What follows belongs to an exercise in optimizing a design on an open flow for small area, a short achievable clock period and few clock cycles; a production flow would make more cautious choices.
Only simulation tests tie the RTL to the original design; equivalence was not proved.
Power and IR drop assume default switching activity.

--- flow/design.v ---
module rtl433_count (
    input  wire        clk,
    input  wire        rst,
    input  wire        start,
    input  wire [31:0] d,
    input  wire [31:0] w,
    input  wire [31:0] tol,
    output reg         done,
    output reg  [31:0] n,
    output reg         ok
);
    reg        busy;
    reg [5:0]  step;
    reg [33:0] dividend;    
    reg [33:0] rem;
    reg [33:0] quo;
    reg [32:0] divisor;
    reg [31:0] w_r;
    reg [31:0] tol_r;
    wire [34:0] rem_sh   = {rem, dividend[33]};
    wire [34:0] rem_sub  = rem_sh - {2'b00, divisor};
    wire        q_bit    = ~rem_sub[34];
    wire [33:0] rem_next = q_bit ? rem_sub[33:0] : rem_sh[33:0];
    wire [34:0] w_vs_rem = {3'b000, w_r} - {1'b0, rem_next};
    wire [33:0] diff2    = w_vs_rem[34] ? (rem_next - {2'b00, w_r}) : w_vs_rem[33:0];
    always @(posedge clk) begin
        if (rst) begin
            busy     <= 1'b0;
            done     <= 1'b0;
            step     <= 6'd0;
            dividend <= 34'd0;
            rem      <= 34'd0;
            quo      <= 34'd0;
            divisor  <= 33'd0;
            w_r      <= 32'd0;
            tol_r    <= 32'd0;
            n        <= 32'd0;
            ok       <= 1'b0;
        end else begin
            done <= 1'b0;
            if (start) begin
                if (w == 32'd0) begin
                    n    <= 32'd0;
                    ok   <= (d <= tol);
                    done <= 1'b1;
                end else begin
                    busy     <= 1'b1;
                    step     <= 6'd0;
                    dividend <= {1'b0, d, 1'b0} + {2'b00, w};
                    rem      <= 34'd0;
                    quo      <= 34'd0;
                    divisor  <= {w, 1'b0};
                    w_r      <= w;
                    tol_r    <= tol;
                end
            end else if (busy) begin
                rem      <= rem_next;
                quo      <= {quo[32:0], q_bit};
                dividend <= {dividend[32:0], 1'b0};
                step     <= step + 6'd1;
                if (step == 6'd33) begin
                    busy <= 1'b0;
                    done <= 1'b1;
                    n    <= {quo[30:0], q_bit};
                    ok   <= (diff2 <= {1'b0, tol_r, 1'b0});
                end
            end
        end
    end
endmodule
module rtl433_demod (
    input  wire        clk,
    input  wire        rst,
    input  wire        cmd_valid,
    output wire        cmd_ready,
    input  wire [31:0] cmd_word,
    input  wire [31:0] cmd_arg0,
    input  wire [31:0] cmd_arg1,
    input  wire [31:0] cmd_arg2,
    input  wire        pair_valid,
    output wire        pair_ready,
    input  wire [31:0] pair_pulse,
    input  wire [31:0] pair_gap,
    input  wire [2:0]  cfg_mode,
    input  wire [31:0] cfg_short_w,
    input  wire [31:0] cfg_long_w,
    input  wire [31:0] cfg_gap_limit,
    input  wire [31:0] cfg_reset_limit,
    input  wire [31:0] cfg_sync_w,
    input  wire [31:0] cfg_tol,
    output reg         rsp_valid,
    output reg  [31:0] rsp_result,
    output reg  [2:0]  rsp_code
);
    localparam ROWS = 8;           
    localparam BITS = 64;          
    localparam OP_NOP     = 8'h00;
    localparam OP_DEMOD   = 8'h10;
    localparam OP_ROWCMP  = 8'h20;
    localparam OP_ROWCMPX = 8'h21;
    localparam OP_FINDREP = 8'h22;
    localparam OP_INVERT  = 8'h23;
    localparam OP_SEARCH  = 8'h24;
    localparam OP_BBREAD  = 8'h30;
    localparam OP_BBNROWS = 8'h31;
    localparam RC_OK        = 3'd0;
    localparam RC_NOT_FOUND = 3'd2;
    localparam RC_BAD_OP    = 3'd3;
    localparam RC_ILLEGAL   = 3'd4;
    localparam C_SHORT = 2'd0;
    localparam C_LONG  = 2'd1;
    localparam C_OUT   = 2'd2;
    localparam F_DATA  = 2'd0;
    localparam F_NEWROW = 2'd1;
    localparam F_RESET = 2'd2;
    localparam S_IDLE    = 4'd0;
    localparam S_EXEC    = 4'd1;
    localparam S_FETCH   = 4'd2;
    localparam S_PULSE   = 4'd3;
    localparam S_PDIV    = 4'd4;
    localparam S_GAP     = 4'd5;
    localparam S_GDIV    = 4'd6;
    localparam S_FINDI   = 4'd7;
    localparam S_FINDJ   = 4'd8;
    localparam S_SEARCH  = 4'd9;
    reg [3:0]  state;
    reg [7:0]  op;
    reg [7:0]  opa;
    reg [7:0]  opb;
    reg [31:0] arg0, arg1, arg2;
    wire [ROWS*BITS-1:0] bb_bits;
    wire [ROWS*7-1:0]    bb_len;
    reg  [3:0]           nrows;
    reg                  bb_clear;      
    reg                  bb_invert;     
    reg [3:0]  cur;            
    reg [7:0]  pairs_left;
    reg        stopped;        
    reg [31:0] cur_pulse;
    reg [31:0] cur_gap;
    reg [3:0]  fi, fj;
    reg [3:0]  fcount;
    reg [31:0] spos;
    integer k;
    assign cmd_ready  = (state == S_IDLE);
    assign pair_ready = (state == S_FETCH) && (pairs_left != 8'd0);
    function [31:0] absdiff;
        input [31:0] a;
        input [31:0] b;
        begin
            absdiff = (a >= b) ? (a - b) : (b - a);
        end
    endfunction
    function [1:0] class2;
        input [31:0] dur;
        input [31:0] sw;
        input [31:0] lw;
        input [31:0] tol;
        reg   [31:0] ds, dl;
        begin
            ds = absdiff(dur, sw);
            dl = absdiff(dur, lw);
            if (ds <= dl) class2 = (ds <= tol) ? C_SHORT : C_OUT;
            else          class2 = (dl <= tol) ? C_LONG  : C_OUT;
        end
    endfunction
    function [1:0] frame;
        input [31:0] g;
        begin
            if (cfg_reset_limit != 32'd0 && g > cfg_reset_limit)
                frame = F_RESET;
            else if (cfg_sync_w != 32'd0 && absdiff(g, cfg_sync_w) <= cfg_tol)
                frame = F_NEWROW;
            else if (cfg_gap_limit != 32'd0 && g > cfg_gap_limit)
                frame = F_NEWROW;
            else
                frame = F_DATA;
        end
    endfunction
    wire [1:0] pulse_class = class2(cur_pulse, cfg_short_w, cfg_long_w, cfg_tol);
    wire [1:0] gap_class   = class2(cur_gap,   cfg_short_w, cfg_long_w, cfg_tol);
    wire [1:0] gap_frame   = frame(cur_gap);
    reg         cnt_start;
    reg  [31:0] cnt_d;
    reg  [31:0] cnt_w;
    wire        cnt_done;
    wire [31:0] cnt_n;
    wire        cnt_ok;
    rtl433_count u_count (
        .clk   (clk),
        .rst   (rst),
        .start (cnt_start),
        .d     (cnt_d),
        .w     (cnt_w),
        .tol   (cfg_tol),
        .done  (cnt_done),
        .n     (cnt_n),
        .ok    (cnt_ok)
    );
    reg         add_en;
    reg         add_val;
    reg  [31:0] add_num;
    reg         end_en;
    wire        cur_ok    = (cur < ROWS);
    wire [2:0]  cur_idx   = cur[2:0];
    wire [6:0]  cur_len   = bb_len[cur_idx*7 +: 7];
    wire [6:0]  cur_room  = 7'd64 - cur_len;
    wire [6:0]  add_cnt   = (add_num > {25'd0, cur_room}) ? cur_room : add_num[6:0];
    wire [7:0]  add_end   = {1'b0, cur_len} + {1'b0, add_cnt};
    reg  [BITS-1:0] add_mask;
    always @(*) begin
        for (k = 0; k < BITS; k = k + 1)
            add_mask[k] = (k >= cur_len) && (k < add_end);
    end
    reg  [2:0]  eq_a, eq_b;
    reg  [31:0] eq_oa, eq_ob, eq_l;
    wire [32:0] eq_enda = {1'b0, eq_oa} + {1'b0, eq_l};
    wire [32:0] eq_endb = {1'b0, eq_ob} + {1'b0, eq_l};
    wire        eq_fits = (eq_enda <= {26'd0, bb_len[eq_a*7 +: 7]}) &&
                          (eq_endb <= {26'd0, bb_len[eq_b*7 +: 7]});
    wire [BITS-1:0] eq_sha = bb_bits[eq_a*BITS +: BITS] >> eq_oa[6:0];
    wire [BITS-1:0] eq_shb = bb_bits[eq_b*BITS +: BITS] >> eq_ob[6:0];
    reg  [BITS-1:0] eq_mask;
    always @(*) begin
        for (k = 0; k < BITS; k = k + 1)
            eq_mask[k] = (k < eq_l);
    end
    wire        eq_bits = eq_fits && (((eq_sha ^ eq_shb) & eq_mask) == {BITS{1'b0}});
    always @(*) begin
        eq_a  = opa[2:0];
        eq_b  = opb[2:0];
        eq_oa = 32'd0;
        eq_ob = 32'd0;
        eq_l  = arg0;
        if (op == OP_ROWCMPX) begin
            eq_oa = arg1;
            eq_ob = arg2;
        end else if (op == OP_FINDREP) begin
            eq_a = fi[2:0];
            eq_b = fj[2:0];
        end
    end
    reg  [31:0] pattern;
    always @(*) begin
        for (k = 0; k < 32; k = k + 1)
            pattern[k] = arg2[31 - k];
    end
    wire [32:0] s_end     = {1'b0, spos} + {1'b0, arg0};
    wire        s_fits    = (s_end <= {26'd0, bb_len[opa[2:0]*7 +: 7]});
    wire [BITS-1:0] s_sh  = bb_bits[opa[2:0]*BITS +: BITS] >> spos[6:0];
    reg  [31:0] s_mask;
    always @(*) begin
        for (k = 0; k < 32; k = k + 1)
            s_mask[k] = (k < arg0);
    end
    wire        s_match   = ((s_sh[31:0] ^ pattern) & s_mask) == 32'd0;
    wire [7:0] w_op = cmd_word[31:24];
    wire [7:0] w_a  = cmd_word[23:16];
    wire [7:0] w_b  = cmd_word[15:8];
    wire [7:0] w_z  = cmd_word[7:0];
    reg        w_legal;
    always @(*) begin
        case (w_op)
            OP_NOP, OP_FINDREP, OP_INVERT, OP_BBNROWS:
                w_legal = (w_a == 8'd0) && (w_b == 8'd0) && (w_z == 8'd0);
            OP_DEMOD, OP_SEARCH:
                w_legal = (w_b == 8'd0) && (w_z == 8'd0);
            OP_ROWCMP, OP_ROWCMPX, OP_BBREAD:
                w_legal = (w_z == 8'd0);
            default:
                w_legal = 1'b0;
        endcase
    end
    wire [BITS-1:0] rd_row = bb_bits[opa[2:0]*BITS +: BITS];
    reg  [BITS-1:0] rd_bytes;
    always @(*) begin
        for (k = 0; k < BITS; k = k + 1)
            rd_bytes[(k / 8) * 8 + 7 - (k % 8)] = rd_row[k];
    end
    always @(*) begin
        bb_clear  = (state == S_IDLE) && cmd_valid && w_legal && (w_op == OP_DEMOD);
        bb_invert = (state == S_EXEC) && (op == OP_INVERT);
    end
    wire add_write = add_en && cur_ok && (cur_len < 7'd64);
    genvar gr;
    generate
        for (gr = 0; gr < ROWS; gr = gr + 1) begin : g_row
            reg [BITS-1:0] bits;
            reg [6:0]      len;
            reg [BITS-1:0] len_mask;     
            integer        b;
            always @(*) begin
                for (b = 0; b < BITS; b = b + 1)
                    len_mask[b] = (b < len);
            end
            always @(posedge clk) begin
                if (rst || bb_clear) begin
                    bits <= {BITS{1'b0}};
                    len  <= 7'd0;
                end else if (add_write && cur_idx == gr) begin
                    if (add_val)
                        bits <= bits | add_mask;
                    len <= add_end[6:0];
                end else if (bb_invert && gr < nrows) begin
                    bits <= bits ^ len_mask;
                end
            end
            assign bb_bits[gr*BITS +: BITS] = bits;
            assign bb_len[gr*7 +: 7]        = len;
        end
    endgenerate
    task respond;
        input [31:0] value;
        input [2:0]  code;
        begin
            rsp_valid  <= 1'b1;
            rsp_result <= value;
            rsp_code   <= code;
            state      <= S_IDLE;
        end
    endtask
    always @(*) begin
        add_en    = 1'b0;
        add_val   = 1'b0;
        add_num   = 32'd0;
        end_en    = 1'b0;
        cnt_start = 1'b0;
        cnt_d     = cur_pulse;
        cnt_w     = cfg_short_w;
        case (state)
            S_PULSE: begin
                case (cfg_mode)
                    3'd0, 3'd4: begin
                        if (pulse_class == C_SHORT) begin
                            add_en = 1'b1; add_val = 1'b1; add_num = 32'd1;
                        end else if (pulse_class == C_LONG) begin
                            add_en = 1'b1; add_val = 1'b0; add_num = 32'd1;
                        end else begin
                            end_en = 1'b1;
                        end
                    end
                    3'd2, 3'd3: begin
                        cnt_start = 1'b1;
                        cnt_d     = cur_pulse;
                        cnt_w     = cfg_short_w;
                    end
                    default: ;
                endcase
            end
            S_PDIV: begin
                if (cnt_done) begin
                    if (cnt_ok) begin
                        add_en = 1'b1; add_val = 1'b1; add_num = cnt_n;
                    end else begin
                        end_en = 1'b1;
                    end
                end
            end
            S_GAP: begin
                if (gap_frame != F_DATA) begin
                    end_en = 1'b1;
                end else begin
                    case (cfg_mode)
                        3'd1: begin
                            if (gap_class == C_SHORT) begin
                                add_en = 1'b1; add_val = 1'b0; add_num = 32'd1;
                            end else if (gap_class == C_LONG) begin
                                add_en = 1'b1; add_val = 1'b1; add_num = 32'd1;
                            end else begin
                                end_en = 1'b1;
                            end
                        end
                        3'd4: begin
                            if (gap_class == C_OUT) end_en = 1'b1;
                        end
                        3'd2, 3'd3: begin
                            cnt_start = 1'b1;
                            cnt_d     = cur_gap;
                            cnt_w     = (cfg_mode == 3'd2) ? cfg_long_w : cfg_short_w;
                        end
                        default: ;
                    endcase
                end
            end
            S_GDIV: begin
                if (cnt_done) begin
                    if (cnt_ok) begin
                        add_en = 1'b1; add_val = 1'b0; add_num = cnt_n;
                    end else begin
                        end_en = 1'b1;
                    end
                end
            end
            default: ;
        endcase
    end
    always @(posedge clk) begin
        if (rst) begin
            state      <= S_IDLE;
            op         <= 8'd0;
            opa        <= 8'd0;
            opb        <= 8'd0;
            arg0       <= 32'd0;
            arg1       <= 32'd0;
            arg2       <= 32'd0;
            nrows      <= 4'd0;
            cur        <= 4'd0;
            pairs_left <= 8'd0;
            stopped    <= 1'b0;
            cur_pulse  <= 32'd0;
            cur_gap    <= 32'd0;
            fi         <= 4'd0;
            fj         <= 4'd0;
            fcount     <= 4'd0;
            spos       <= 32'd0;
            rsp_valid  <= 1'b0;
            rsp_result <= 32'd0;
            rsp_code   <= 3'd0;
        end else begin
            rsp_valid <= 1'b0;
            if (end_en && cur_ok && cur_len != 7'd0)
                cur <= cur + 4'd1;
            case (state)
                S_IDLE: begin
                    if (cmd_valid) begin
                        op    <= cmd_word[31:24];
                        opa   <= cmd_word[23:16];
                        opb   <= cmd_word[15:8];
                        arg0  <= cmd_arg0;
                        arg1  <= cmd_arg1;
                        arg2  <= cmd_arg2;
                        if (!w_legal) begin
                            respond(32'd0, RC_ILLEGAL);
                        end else if (w_op == OP_DEMOD) begin
                            nrows      <= 4'd0;
                            cur        <= 4'd0;
                            stopped    <= 1'b0;
                            pairs_left <= w_a;
                            state <= S_FETCH;
                        end else begin
                            state <= S_EXEC;
                        end
                    end
                end
                S_EXEC: begin
                    case (op)
                        OP_NOP:
                            respond(32'd0, RC_OK);
                        OP_ROWCMP, OP_ROWCMPX: begin
                            if (opa >= {4'd0, nrows} || opb >= {4'd0, nrows})
                                respond(32'd0, RC_BAD_OP);
                            else
                                respond({31'd0, eq_bits}, RC_OK);
                        end
                        OP_FINDREP: begin
                            fi <= 4'd0;
                            state <= S_FINDI;
                        end
                        OP_INVERT:
                            respond(32'd0, RC_OK);
                        OP_SEARCH: begin
                            if (opa >= {4'd0, nrows} || arg0 < 32'd1 || arg0 > 32'd32) begin
                                respond(32'd0, RC_BAD_OP);
                            end else begin
                                spos  <= arg1;
                                state <= S_SEARCH;
                            end
                        end
                        OP_BBREAD: begin
                            if (opa >= ROWS || opb > 8'd2)
                                respond(32'd0, RC_BAD_OP);
                            else if (opb == 8'd0)
                                respond({25'd0, bb_len[opa[2:0]*7 +: 7]}, RC_OK);
                            else if (opb == 8'd1)
                                respond(rd_bytes[31:0], RC_OK);
                            else
                                respond(rd_bytes[63:32], RC_OK);
                        end
                        OP_BBNROWS:
                            respond({28'd0, nrows}, RC_OK);
                        default:
                            respond(32'd0, RC_ILLEGAL);
                    endcase
                end
                S_FETCH: begin
                    if (pairs_left == 8'd0) begin
                        if (cur_ok && cur_len != 7'd0) begin
                            nrows <= cur + 4'd1;
                            respond({28'd0, cur + 4'd1}, RC_OK);
                        end else begin
                            nrows <= cur;
                            respond({28'd0, cur}, RC_OK);
                        end
                    end else if (pair_valid) begin
                        pairs_left <= pairs_left - 8'd1;
                        cur_pulse  <= pair_pulse;
                        cur_gap    <= pair_gap;
                        if (!stopped)
                            state <= S_PULSE;
                    end
                end
                S_PULSE: begin
                    if (cfg_mode == 3'd2 || cfg_mode == 3'd3)
                        state <= S_PDIV;
                    else
                        state <= S_GAP;
                end
                S_PDIV: begin
                    if (cnt_done)
                        state <= S_GAP;
                end
                S_GAP: begin
                    if (gap_frame == F_RESET) begin
                        stopped <= 1'b1;
                        state   <= S_FETCH;
                    end else if (gap_frame == F_NEWROW) begin
                        state <= S_FETCH;
                    end else if (cfg_mode == 3'd2 || cfg_mode == 3'd3) begin
                        state <= S_GDIV;
                    end else begin
                        state <= S_FETCH;
                    end
                end
                S_GDIV: begin
                    if (cnt_done)
                        state <= S_FETCH;
                end
                S_FINDI: begin
                    if (fi >= nrows) begin
                        respond(32'hFFFFFFFF, RC_NOT_FOUND);
                    end else if ({25'd0, bb_len[fi[2:0]*7 +: 7]} == arg0) begin
                        fj     <= 4'd0;
                        fcount <= 4'd0;
                        state  <= S_FINDJ;
                    end else begin
                        fi <= fi + 4'd1;
                    end
                end
                S_FINDJ: begin
                    if (fj >= nrows) begin
                        if ({28'd0, fcount} >= arg1) begin
                            respond({28'd0, fi}, RC_OK);
                        end else begin
                            fi    <= fi + 4'd1;
                            state <= S_FINDI;
                        end
                    end else begin
                        if ({25'd0, bb_len[fj[2:0]*7 +: 7]} == arg0 && eq_bits)
                            fcount <= fcount + 4'd1;
                        fj <= fj + 4'd1;
                    end
                end
                S_SEARCH: begin
                    if (!s_fits)
                        respond(32'hFFFFFFFF, RC_NOT_FOUND);
                    else if (s_match)
                        respond(spos, RC_OK);
                    else
                        spos <= spos + 32'd1;
                end
                default:
                    state <= S_IDLE;
            endcase
        end
    end
endmodule
--- flow/run.sh ---
#!/bin/bash
# synth_recipe.tcl (not shown) runs the flow's synth.tcl, then flattens the netlist and writes it again
# the make line also repeats each setting of config.mk as NAME=value (left out here)
make -C /OpenROAD-flow-scripts/flow DESIGN_CONFIG=/design/flow/config.mk WORK_HOME=/design/flow/orfs CLKGATE_MAP_FILE= SYNTH_SCRIPT=/design/flow/synth_recipe.tcl finish
--- flow/config.mk ---
export PLATFORM = sky130hd
export DESIGN_NAME = rtl433_demod
export DESIGN_NICKNAME = rtl433_demod
export VERILOG_FILES = /design/flow/design.v
export SDC_FILE = /design/flow/constraint.sdc
export NUM_CORES = 4
export LEC_CHECK = 0
export CAP_MARGIN = 20
export CORE_MARGIN = 2
export CORE_UTILIZATION = 20
export PLACE_DENSITY = 0.3
export SLEW_MARGIN = 20
--- flow/constraint.sdc ---
create_clock -name core_clock -period 16.0 [get_ports {clk}]
set_input_delay 3.2000 -clock core_clock [delete_from_list [all_inputs] [get_ports {clk}]]
set_output_delay 3.2000 -clock core_clock [all_outputs]
set_load 0.01 [all_outputs]
==> results.cfg <==
[die]
row_count = 297
die_height_um = 814.1
start_util = 0.2007
die_area_um2 = 662800
floorplan.die.width_um = 814.1
fp.coreArea_um2 = 654000
design.portCount = 429

[logic_synthesis]
synth.area.top_cells = sky130_fd_sc_hd__dfxtp_1 16%, sky130_fd_sc_hd__ha_1 9.2%, sky130_fd_sc_hd__a21oi_1 7.6%
synth.yosys.warnings = 2
postSynth.topFlopCell = sky130_fd_sc_hd__dfxtp_1
synth-edff-count = 0
synth_cell_types = 110
number_of_nets_in_the_synthesized_netlist = 19560
ys_async_sr_fraction = 0
synth_largest_type_area_fraction = 0.1612
synth.largest_area_cell = sky130_fd_sc_hd__dfxtp_1
netlist_instances = 18190
post_synth.cell_area_avg_um2 = 7.217
seq_area_frac_synth = 0.1612
synth-seq-cells = 1057
synth.cell_area_um2 = 131300

[global_routing]
groute.layer.met1.usage = 0.3902
grtUsageTotal = 0.3164
global_route.overflow_total = 0
grt_use_met2 = 0.4857
grt_max_degree = 148
global_route.usage.met3 = 0.07748
number_of_global_route_vias_before_repair = 150000
wire_length_of_the_first_global_routing_pass_mm = 1440
antenna_found_initial = 140
grt_most_used_layer = met2

[routing]
dr_wl_cell_um = 39.82
dr.pass1.iters = 7
route.detailed.drc = 0
route.antenna.remaining_nets = 0
routed_via_density = 5.817
routed_wirelength_mm = 1098
detailroute.via_count = 160400
drt-initial-drc-count = 21090

[setup_path]
critical_path.max_fanout = 9
worst_r2r_endpoint = g_row[0].bits[43]$_SDFFE_PP0P_
path_delay_family = compound AO/OA/AOI/OAI gates
worstSetupPathDepth = 69
worstSetupStartpoint = cfg_long_w[0]
critical-path-top-cell-by-count = sky130_fd_sc_hd__buf_4
critPathBufInv = 12
worst_setup_path_start_kind = primary input
worst-r2r-setup-slack_ns = 2.51
cp_data_arrival_time_ns = 16.00
end_kind = flop
crit_type = in -> reg
setup.worst_path.end = g_row[0].bits[43]$_SDFFE_PP0P_
reg2regPathDepth = 67
timing.critical_path.required_ns = 16.74
cpMaxStageDelayCell = sky130_fd_sc_hd__clkdlybuf4s50_1
slowest_delay_ns = 0.48
timing.rr.start = cur_gap[0]$_SDFFE_PP0P_

[clocking]
clockBufferDepth = 4
clk_pin_slew_ns = 0.06
cts_sinks = 1057
cts_hold_buffers = 0
h-tree-depth = 4
insertion_delay_ns = 0.99
number_of_buffers_added_by_the_clock_tree_synthesis_step = 165
cts.root.buffer_cell = sky130_fd_sc_hd__clkbuf_16
clock_tree_from_tritoncts = built

[pwr]
leakage_nw = 58.48
seqPwrFrac = 0.171
worst_ir_drop_vdd_mv = 0.2317
power.density_nw_per_um2 = 111.1
combPwrFrac = 0.603
p_total_mw = 17.61
power.switching_mw = 9.130
clock_power_share = 0.226
internal_power_mw = 8.476
switching_power_as_a_share_of_total_power = 0.5186

[placed_design]
gp_routability_congestion = 1.071
port_buffers = 428
detailed_place_hpwl_mm = 853.2
dpl_cell_area_um2 = 152400

[layout]
design.final.nets = 20010
layout-drive-gt1-share = 0.1344
layout-area-overhead-vs-synth_pct = 20.69
fin_util = 0.2422
most_frequent_cells_in_the_layout = 2275 x sky130_fd_sc_hd__nand2_1, 1972 x sky130_fd_sc_hd__a21oi_1, 1401 x sky130_fd_sc_hd__nor2_1
most_common_library_cell_in_the_layout_ignoring_fill_and_taps = sky130_fd_sc_hd__nand2_1
final_area_um2 = 158400

[worst_hold_path]
worstHoldPathType = reg -> reg
min_delay_path_depth = 2

[sta]
maxClockFrequency_mhz = 65.56
finalClockSkew_ns = 0.1319
timing.slew.headroom = 0.07803
timing.final.max_slew_violations = 0
rsz0062_at_grt = no
max_slew.worst_pin.slew_ns = 1.381
post-route-min-period_ns = 15.25
report.final.setup_viol = 0
period_share = 0.9534
finalHoldViolCount = 0

[run_status]
outcome = complete, no violations

[run]
maxCapViolCount = 0
power by group through the flow:
| stage | Clock, mW | Sequential [mW] | Combinational [mW] |
|---|---|---|---|
| final | 3.98 | 3.00 | 10.6 |
| after global routing | 4.12 | 3.01 | 11.2 |
| after CTS | 4.05 | 3.00 | 10.5 |
| after detailed placement | 0 | 3.06 | 10.4 |
| after global placement | 0 | 3.06 | 10.4 |
| after floorplan | 0 | 2.89 | 6.08 |
repair_timing:
action | 4_1_cts | 5_1_grt
gates resized for setup | 2 | 18
endpoints found under the setup margin | 169 | 480
setup buffers | 0 | 2
cloned | 0 | 0
pin swaps | 0 | 4
cells by family (layout without fill, tap and decap cells):
family          after synthesis  after routing  synth area share
compound gates             6653           6653            0.3371
simple gates               5890           5890            0.2063
buf+inv                    2225           2805           0.06618
flops                      1057           1057            0.1612
fa+ha+maj                   979            979           0.09433
mux                         848            848           0.09923
xor+xnor                    535            535           0.03570
other cells                   0            129                 0
cell type report:
| cell class | count | area, µm² |
|---|---|---|
| antenna | 129 | 322.8 |
| sequential | 1057 | 21200 |
| tap | 8671 | 10850 |
| timing repair buffer | 1810 | 15360 |
| fill | 73310 | 495600 |
| multi-input combinational | 14910 | 102500 |
| inverter | 698 | 2628 |
| clock buffer | 237 | 4865 |
| clock inverter | 60 | 714.4 |
through the flow:
step | TNS (ns) | instances | hold slack, ns | worst slack, ns
after floorplan | 0 | 18190 | 0.4308 | 1.870
after global placement | -448.40 | 27130 | 0.4419 | -1.449
after detailed placement | -371.58 | 27140 | 0.4472 | -1.269
after CTS | 0 | 27430 | 0.4446 | 0.03314
after global routing | 0 | 27470 | 0.4724 | 0.04210
final | 0 | 27570 | 0.4508 | 0.7459
how the worst min path moves through the flow:
stage	slack [ns]	to	startpoint
floorplan	0.43	opa[6]$_SDFFE_PP0P_	opa[6]$_SDFFE_PP0P_
CTS	0.44	u_count.quo[27]$_SDFFE_PP0P_	u_count.quo[26]$_SDFFE_PP0P_
detailed placement	0.45	cur_gap[28]$_SDFFE_PP0P_	cur_gap[28]$_SDFFE_PP0P_
global route	0.47	opa[5]$_SDFFE_PP0P_	opa[5]$_SDFFE_PP0P_
global placement	0.44	opb[7]$_SDFFE_PP0P_	opb[7]$_SDFFE_PP0P_
finish	0.45	opb[7]$_SDFFE_PP0P_	opb[7]$_SDFFE_PP0P_
synthesized netlist by cell type, types with 144 or more instances:
library cell,n
sky130_fd_sc_hd__nand3_1,327
sky130_fd_sc_hd__nand2_1,2291
sky130_fd_sc_hd__inv_1,684
sky130_fd_sc_hd__mux2_2,148
sky130_fd_sc_hd__dfxtp_1,1057
sky130_fd_sc_hd__nand2b_1,673
sky130_fd_sc_hd__clkbuf_1,1214
sky130_fd_sc_hd__a22oi_1,422
sky130_fd_sc_hd__a311oi_1,235
sky130_fd_sc_hd__nand4_1,218
sky130_fd_sc_hd__xor2_1,190
sky130_fd_sc_hd__a31oi_1,298
sky130_fd_sc_hd__a21oi_1,1990
sky130_fd_sc_hd__o21bai_1,144
sky130_fd_sc_hd__ha_1,960
sky130_fd_sc_hd__mux2i_1,349
sky130_fd_sc_hd__a211oi_1,657
sky130_fd_sc_hd__a2111oi_0,412
sky130_fd_sc_hd__o21ai_0,922
sky130_fd_sc_hd__buf_1,155
sky130_fd_sc_hd__nor3_1,295
sky130_fd_sc_hd__a32oi_1,213
sky130_fd_sc_hd__mux4_2,345
sky130_fd_sc_hd__a21o_1,431
sky130_fd_sc_hd__xnor2_1,345
sky130_fd_sc_hd__nor2_1,1420
worst register-to-register path: cells and delay by family, from the launching register on:
kind	cells	cell delay, ns
buf+inv	10	1.97
compound gates	32	5.55
simple gates	17	3.05
flops	1	0.47
xor+xnor	1	0.13
fa+ha+maj	5	1.36
mux	2	0.75
layer usage:
layer / wire, µm / share of wire
met4: 90980 / 0.083
met5: 748 / 0.00068
met2: 472400 / 0.43
met3: 96390 / 0.088
met1: 437300 / 0.40
flip-flops by register name, indices dropped and copies added, names as in the netlist, 6 cells and up:
| signal | count |
|---|---|
| g_row.bits | 512 |
| g_row.len | 56 |
| u_count.dividend | 34 |
| u_count.rem | 34 |
| arg0 | 32 |
| arg1 | 32 |
| arg2 | 32 |
| cur_gap | 32 |
| cur_pulse | 32 |
| rsp_result | 32 |
| spos | 32 |
| u_count.n | 32 |
| u_count.tol_r | 32 |
| u_count.w_r | 32 |
| u_count.quo | 31 |
| op | 8 |
| opa | 8 |
| opb | 8 |
| pairs_left | 8 |
| u_count.step | 6 |
Testbench counts, summed over its fixed seeds: cycles 227,485.

==> afterwards: timing with drivers on the ports <==
In the flow no input, the clock included, has a driving cell. The finished layout below was timed again as built, in two steps. Step 1 (the two cells are an assumption about what drives the block):
set clk [get_ports {clk}]
set_driving_cell -lib_cell sky130_fd_sc_hd__clkbuf_16 $clk
set_driving_cell -lib_cell sky130_fd_sc_hd__buf_2 [delete_from_list [all_inputs] $clk]
Step 2 also shifts input and output timing later by t, the mid clock arrival at the registers, as if the neighbouring blocks saw the same clock. a / b / c = ideal ports / drivers / drivers and shift; a / b = the first two.
t (ns): 1.073
setup WS [ns]: 0.746 / 0.862 / -0.211
hold WS [ns]: 0.451 / 0.451 / 0.451
worst register clock-pin slew, ns: 0.08 / 0.08
pins driven straight from the clock port: 1
With both steps, setup timing fails in this run, where it was met with ideal ports. The setup slack of this run moves by +0.116 ns with the drivers and by -0.957 ns with both steps.
